This is an optimization exercise on Yosys and OpenROAD, whose aim is small area, a short achievable clock period and few clock cycles per item, not a production implementation.
Function was checked by simulation only, so behaviour that the tests miss may differ from the original.
Power is estimated from default activity; no workload was simulated.

Setup of lane 1:
Design acq_core, start of the top module:
module acq_core (
    input             clk,
    input             rst,           
    input             cmd_valid,
    output            cmd_ready,
    input      [31:0] cmd_data,
    output reg        done,
    output reg        rpt_valid,
    output     [15:0] rpt_loc,
    output     [3:0]  rpt_kind,
    output     [15:0] rpt_extra,
    output     [3:0]  res_kind,
    output     [15:0] res_loc,
    output     [15:0] res_extra,
    output reg [7:0]  res_value,
    output     [71:0] buf_bytes,
    output reg        td_c_sign,
    output     [7:0]  td_c_whole,
    output reg [3:0]  td_c_frac,
    output reg        td_f_sign,
    output reg [7:0]  td_f_whole,
    output reg [3:0]  td_f_frac,
    output reg        log_verbose
);
    localparam [7:0] OP_BUF_LOAD     = 8'h01;
    localparam [7:0] OP_CRC_COMPUTE  = 8'h02;
    localparam [7:0] OP_CRC_VALIDATE = 8'h03;
    localparam [7:0] OP_SET_LOGGING  = 8'h04;
    localparam [7:0] OP_TD_DECODE    = 8'h20;
    localparam [7:0] OP_TD_C_TO_F    = 8'h21;
    localparam [3:0] K_NONE         = 4'd0;
    localparam [3:0] K_CHECKSUM     = 4'd7;
    localparam [3:0] K_RES_MISMATCH = 4'd8;
    localparam [3:0] K_SP_CORRUPT   = 4'd9;
  ...
==> flow/config.mk <==
export PLATFORM = sky130hd
export DESIGN_NAME = acq_core
export DESIGN_NICKNAME = acq_core
export VERILOG_FILES = /design/flow/design.v
export SDC_FILE = /design/flow/constraint.sdc
export NUM_CORES = 4
export LEC_CHECK = 0
export CAP_MARGIN = 20
export CORE_MARGIN = 2
export CORE_UTILIZATION = 65
export CTS_BUF_LIST = sky130_fd_sc_hd__clkbuf_8 sky130_fd_sc_hd__clkbuf_16
export SLEW_MARGIN = 20
==> flow/constraint.sdc <==
create_clock -name core_clock -period 15.0 [get_ports {clk}]
set_input_delay 3.0000 -clock core_clock [delete_from_list [all_inputs] [get_ports {clk}]]
set_output_delay 3.0000 -clock core_clock [all_outputs]
set_load 0.01 [all_outputs]
standard.sh (not shown) runs the stock make flow with config.mk's settings and CLKGATE_MAP_FILE= SYNTH_SCRIPT=/design/flow/synth_recipe.tcl, a recipe that flattens the netlist after the stock synthesis.
==> flow/flow/run.sh <==
#!/bin/bash
# The standard layout, with two changes to how it is made:
# - the port buffers are the smallest buffer cell instead of the delay buffer
#   ORFS picks by default;
# - timing repair works towards a setup slack of 10.0 ns at the 15 ns clock,
#   so that it also sizes the paths that already meet 15 ns.
set -euo pipefail
export BUFFER_PORTS_ARGS="-buffer_cell sky130_fd_sc_hd__buf_1"
export SETUP_SLACK_MARGIN=10.0
bash standard.sh > standard.log 2>&1
Testbench counts of lane 1, summed over its fixed seeds: cycles 4,631, commands 4,434.
Edits applied to the flow inputs when going from lane 1 to lane 2:
--- a/flow/flow/run.sh
+++ b/flow/flow/run.sh
@@ -4,3 +4,3 @@
 #   ORFS picks by default;
-# - timing repair works towards a setup slack of 10.0 ns at the 15 ns clock,
+# - timing repair works towards a setup slack of 9.5 ns at the 15 ns clock,
 #   so that it also sizes the paths that already meet 15 ns.
@@ -8,3 +8,3 @@
 export BUFFER_PORTS_ARGS="-buffer_cell sky130_fd_sc_hd__buf_1"
-export SETUP_SLACK_MARGIN=10.0
+export SETUP_SLACK_MARGIN=9.5
 bash standard.sh > standard.log 2>&1
--- a/flow/config.mk
+++ b/flow/config.mk
@@ -9,4 +9,4 @@
 export CORE_MARGIN = 2
-export CORE_UTILIZATION = 65
-export CTS_BUF_LIST = sky130_fd_sc_hd__clkbuf_8 sky130_fd_sc_hd__clkbuf_16
+export CORE_UTILIZATION = 72
+export CTS_BUF_LIST = sky130_fd_sc_hd__clkbuf_4 sky130_fd_sc_hd__clkbuf_8
 export SLEW_MARGIN = 20
[summary]
From lane 2 to lane 1, compound-cell area share of the yosys netlist did not move at all. Compared with lane 1, lane 2 shows a met2 global-route usage that is 6.0 points higher. Lane 2 vs lane 1: share of power burned in combinational logic up. Per the comparison of lane 2 with lane 1, initial core utilization moved up; overall track demand over capacity in global routing increased 3.1 points; layout cell share with drive strength beyond 1 now sits lower; highest clock frequency the design can meet shrank by about 7%.
### lane 2 -> lane 3
--- a/flow/config.mk
+++ b/flow/config.mk
@@ -9,3 +9,3 @@
 export CORE_MARGIN = 2
-export CORE_UTILIZATION = 72
+export CORE_UTILIZATION = 65
 export CTS_BUF_LIST = sky130_fd_sc_hd__clkbuf_4 sky130_fd_sc_hd__clkbuf_8
Results
Max clock network power share across lane 3 and lane 2: lane 2. Leakage power, lane 3 and lane 2: smaller value in lane 3. Relative to lane 2, worst-case headroom to the max-slew limit has gone down in lane 3.

* * *

onyx:
acq_core, a different RTL version from the one above (not shown whole).
Size: ~1200 cells after synthesis, ~180 flip-flops.
## acq_core
module acq_core (
    input             clk,
    input             rst,           
    input             cmd_valid,
    output            cmd_ready,
    input      [31:0] cmd_data,
    output reg        done,
    output reg        rpt_valid,
    output     [15:0] rpt_loc,
    output     [3:0]  rpt_kind,
    output     [15:0] rpt_extra,
    output     [3:0]  res_kind,
    output     [15:0] res_loc,
    output     [15:0] res_extra,
    output reg [7:0]  res_value,
    output     [71:0] buf_bytes,
    output reg        td_c_sign,
    output     [7:0]  td_c_whole,
    output reg [3:0]  td_c_frac,
    output reg        td_f_sign,
    output reg [7:0]  td_f_whole,
    output reg [3:0]  td_f_frac,
    output reg        log_verbose
);
    localparam [7:0] OP_BUF_LOAD     = 8'h01;
    localparam [7:0] OP_CRC_COMPUTE  = 8'h02;
    localparam [7:0] OP_CRC_VALIDATE = 8'h03;
    localparam [7:0] OP_SET_LOGGING  = 8'h04;
    localparam [7:0] OP_TD_DECODE    = 8'h20;
    localparam [7:0] OP_TD_C_TO_F    = 8'h21;
    localparam [3:0] K_NONE         = 4'd0;
    localparam [3:0] K_CHECKSUM     = 4'd7;
    localparam [3:0] K_RES_MISMATCH = 4'd8;
    localparam [3:0] K_SP_CORRUPT   = 4'd9;
    localparam [3:0] K_ILLEGAL      = 4'd11;
    localparam [3:0] R_NONE = 4'b0000;
    localparam [3:0] R_ILL  = 4'b1000;
    localparam [3:0] R_CRC  = 4'b0100;
    localparam [3:0] R_CFG  = 4'b0010;
  ...
Settings: LEC_CHECK=0, CAP_MARGIN=20, CORE_MARGIN=2, CORE_UTILIZATION=65, CTS_BUF_LIST=sky130_fd_sc_hd__clkbuf_4 sky130_fd_sc_hd__clkbuf_8, SLEW_MARGIN=20; clock period 15.0 ns.
==> flow/flow/run.sh <==
#!/bin/bash
# The standard layout, with two changes to how it is made:
# - the port buffers are the smallest buffer cell instead of the delay buffer
#   ORFS picks by default;
# - timing repair works towards a setup slack of 9.5 ns at the 15 ns clock,
#   so that it also sizes the paths that already meet 15 ns.
set -euo pipefail
export BUFFER_PORTS_ARGS="-buffer_cell sky130_fd_sc_hd__buf_1"
export SETUP_SLACK_MARGIN=9.5
bash standard.sh > standard.log 2>&1
Testbench counts of onyx, summed over its fixed seeds: cycles 4,631, commands 4,434.
Input-level comparison between raven and onyx:
# onyx
export LEC_CHECK = 0
export CAP_MARGIN = 20
export CORE_MARGIN = 2
export CORE_UTILIZATION = 65
export CTS_BUF_LIST = sky130_fd_sc_hd__clkbuf_4 sky130_fd_sc_hd__clkbuf_8
export SLEW_MARGIN = 20
create_clock -name core_clock -period 15.0 [get_ports {clk}]
# raven
export LEC_CHECK = 0
export CAP_MARGIN = 20
export CORE_MARGIN = 2
export CORE_UTILIZATION = 65
export CTS_BUF_LIST = sky130_fd_sc_hd__clkbuf_8 sky130_fd_sc_hd__clkbuf_16
export SLEW_MARGIN = 20
create_clock -name core_clock -period 15.0 [get_ports {clk}]
==> flow/flow/run.sh <==
#!/bin/bash
# The standard layout, with two changes to how it is made:
# - the port buffers are the smallest buffer cell instead of the delay buffer
#   ORFS picks by default;
# - timing repair works towards a setup slack of 9.8 ns at the 15 ns clock,
#   so that it also sizes the paths that already meet 15 ns.
set -euo pipefail
export BUFFER_PORTS_ARGS="-buffer_cell sky130_fd_sc_hd__buf_1"
export SETUP_SLACK_MARGIN=9.8
bash standard.sh > standard.log 2>&1
Notes after the runs:
- For raven, the critical path launch point was cmd_data[8], unlike onyx, where it was cmd_data[0].
- Measured against each other, onyx and raven differ in detailed-route vias per instance, the lower figure coming from raven.
- Between raven and onyx, the routed via count figures differ only marginally.
- Re tap cell count: no difference whatsoever between onyx and raven.
- In raven, the area overhead of the layout relative to synthesis came out 3.2 points above the value in onyx.
- Clock share of power: raven vs onyx up 5.4 points
- Comparing onyx against raven, there is no change at all in total of clock buffers placed in the layout.
- Summary — met3 layer usage reported by global route, raven relative to onyx: higher, by 2.2 points.
- Total power: onyx and raven compared, lower one is onyx
- Changes observed in raven relative to onyx: cell area has increased; clock transition at the registers of the reported paths has decreased.
#### Input delta (willow over raven)
==> flow/flow/run.sh <==
#!/bin/bash
# The standard layout, with two changes to how it is made:
# - the port buffers are the smallest buffer cell instead of the delay buffer
#   ORFS picks by default;
# - timing repair works towards a setup slack of 10.0 ns at the 15 ns clock,
#   so that it also sizes the paths that already meet 15 ns.
set -euo pipefail
export BUFFER_PORTS_ARGS="-buffer_cell sky130_fd_sc_hd__buf_1"
export SETUP_SLACK_MARGIN=10.0
bash standard.sh > standard.log 2>&1
Results
A critical path capture point of res_value[7] is what raven shows, while td_f_whole[0] belongs to willow. Of willow and raven, it is willow that has the higher tightest slew margin relative to the limit. willow vs. raven: number of buffers outside the clock class in the layout +8.2%; number of nets in the layout +about 1.3%; maximum frequency +4.1 MHz. Against raven, willow reports a shortest period the worst path allows that is lower. Between raven and willow, the worst hold slack figures differ only marginally.

* * *

== alpha ==
acq_core, a different RTL version from the one above (not shown whole).
For scale: ~1100 cells after synthesis, ~220 I/O pins, roughly 11000 µm² of cells after synthesis.
## acq_core
module acq_core (
    input             clk,
    input             rst,           
    input             cmd_valid,
    output            cmd_ready,
    input      [31:0] cmd_data,
    output reg        done,
    output reg        rpt_valid,
    output     [15:0] rpt_loc,
    output     [3:0]  rpt_kind,
    output     [15:0] rpt_extra,
    output reg [3:0]  res_kind,
    output     [15:0] res_loc,
    output     [15:0] res_extra,
    output reg [7:0]  res_value,
    output     [71:0] buf_bytes,
    output reg        td_c_sign,
    output reg [7:0]  td_c_whole,
    output reg [3:0]  td_c_frac,
    output reg        td_f_sign,
    output reg [7:0]  td_f_whole,
    output reg [3:0]  td_f_frac,
    output reg        log_verbose
);
export LEC_CHECK = 0
export CAP_MARGIN = 20
export CORE_MARGIN = 2
export CORE_UTILIZATION = 65
export CTS_BUF_LIST = sky130_fd_sc_hd__clkbuf_4 sky130_fd_sc_hd__clkbuf_8
export SLEW_MARGIN = 20
create_clock -name core_clock -period 15.0 [get_ports {clk}]
==> flow/flow/run.sh <==
#!/bin/bash
# The standard layout, with two changes to how it is made:
# - the port buffers are the smallest buffer cell instead of the delay buffer
#   ORFS picks by default;
# - timing repair works towards a setup slack of 9.5 ns at the 15 ns clock,
#   so that it also sizes the paths that already meet 15 ns.
set -euo pipefail
export BUFFER_PORTS_ARGS="-buffer_cell sky130_fd_sc_hd__buf_1"
export SETUP_SLACK_MARGIN=9.5
bash standard.sh > standard.log 2>&1
Testbench counts of alpha, summed over its fixed seeds: cycles 4,583, commands 4,434.
diff inputs: alpha => beta
Settings: removing CTS_BUF_LIST (formerly sky130_fd_sc_hd__clkbuf_4 sky130_fd_sc_hd__clkbuf_8).
==> flow/flow/run.sh <==
#!/bin/bash
# The standard layout, with the port buffers made of the smallest buffer cell
# instead of the delay buffer ORFS picks by default.
set -euo pipefail
export BUFFER_PORTS_ARGS="-buffer_cell sky130_fd_sc_hd__buf_1"
bash standard.sh > standard.log 2>&1
Results
- [beta vs alpha] final total power: higher in beta
- Number of global-route vias before repair up 270 in beta wrt alpha
- Looking at first element of the critical path, the cmd_data[28] result is from beta; the cmd_data[16] one comes from alpha.
- beta against alpha: post-layout minimum cycle time shows an increase of 0.38 ns; final standard cell area without fillers increased by about 1.2% relative to the old numbers; worst hold slack held.
### beta -> gamma
Settings: CTS_BUF_LIST newly set to sky130_fd_sc_hd__clkbuf_4 sky130_fd_sc_hd__clkbuf_8.
==> comparison <==
beta -> gamma: buffering overhead flat. Changes observed in gamma relative to beta: clock-pin slew of the registers on the worst-case setup and hold paths went up, total of fill cells in the finished design went up 38. gamma vs beta on setup slack: gamma is the higher one.

separate check: timing with driven ports:
Ports are ideal in the flow. The routed layouts listed here were re-timed in OpenROAD. Step 1 (the two cells are an assumption about what drives the block):
set clk [get_ports {clk}]
set_driving_cell -lib_cell sky130_fd_sc_hd__clkbuf_16 $clk
set_driving_cell -lib_cell sky130_fd_sc_hd__buf_2 [delete_from_list [all_inputs] $clk]
Step 2 times the ports against the registers' clock, not the clock port: input delays grow and output delays shrink by t, the midpoint of the rising clock arrivals with the driver on. Three values: ideal ports, drivers, drivers and shift; two values: the first two.
run | shift t [ns] | setup WS [ns] | pins driven straight from the clock port
lane 1 | 0.473 | 9.965 / 9.923 / 9.563 | 1
lane 2 | 0.525 | 9.604 / 9.563 / 9.083 | 1
lane 3 | 0.524 | 9.580 / 9.538 / 9.184 | 1
onyx | 0.523 | 9.682 / 9.702 / 9.179 | 1
raven | 0.488 | 9.859 / 9.822 / 9.392 | 1
willow | 0.487 | 9.963 / 9.991 / 9.504 | 1
alpha | 0.492 | 9.506 / 9.519 / 9.027 | 1
beta | 0.474 | 9.127 / 9.142 / 8.668 | 1
gamma | 0.510 | 9.185 / 9.154 / 8.689 | 1
After both steps every run listed still meets setup and hold. The setup slack of lane 2, which loses most, moves by -0.041 ns with the drivers and by -0.521 ns with both steps.
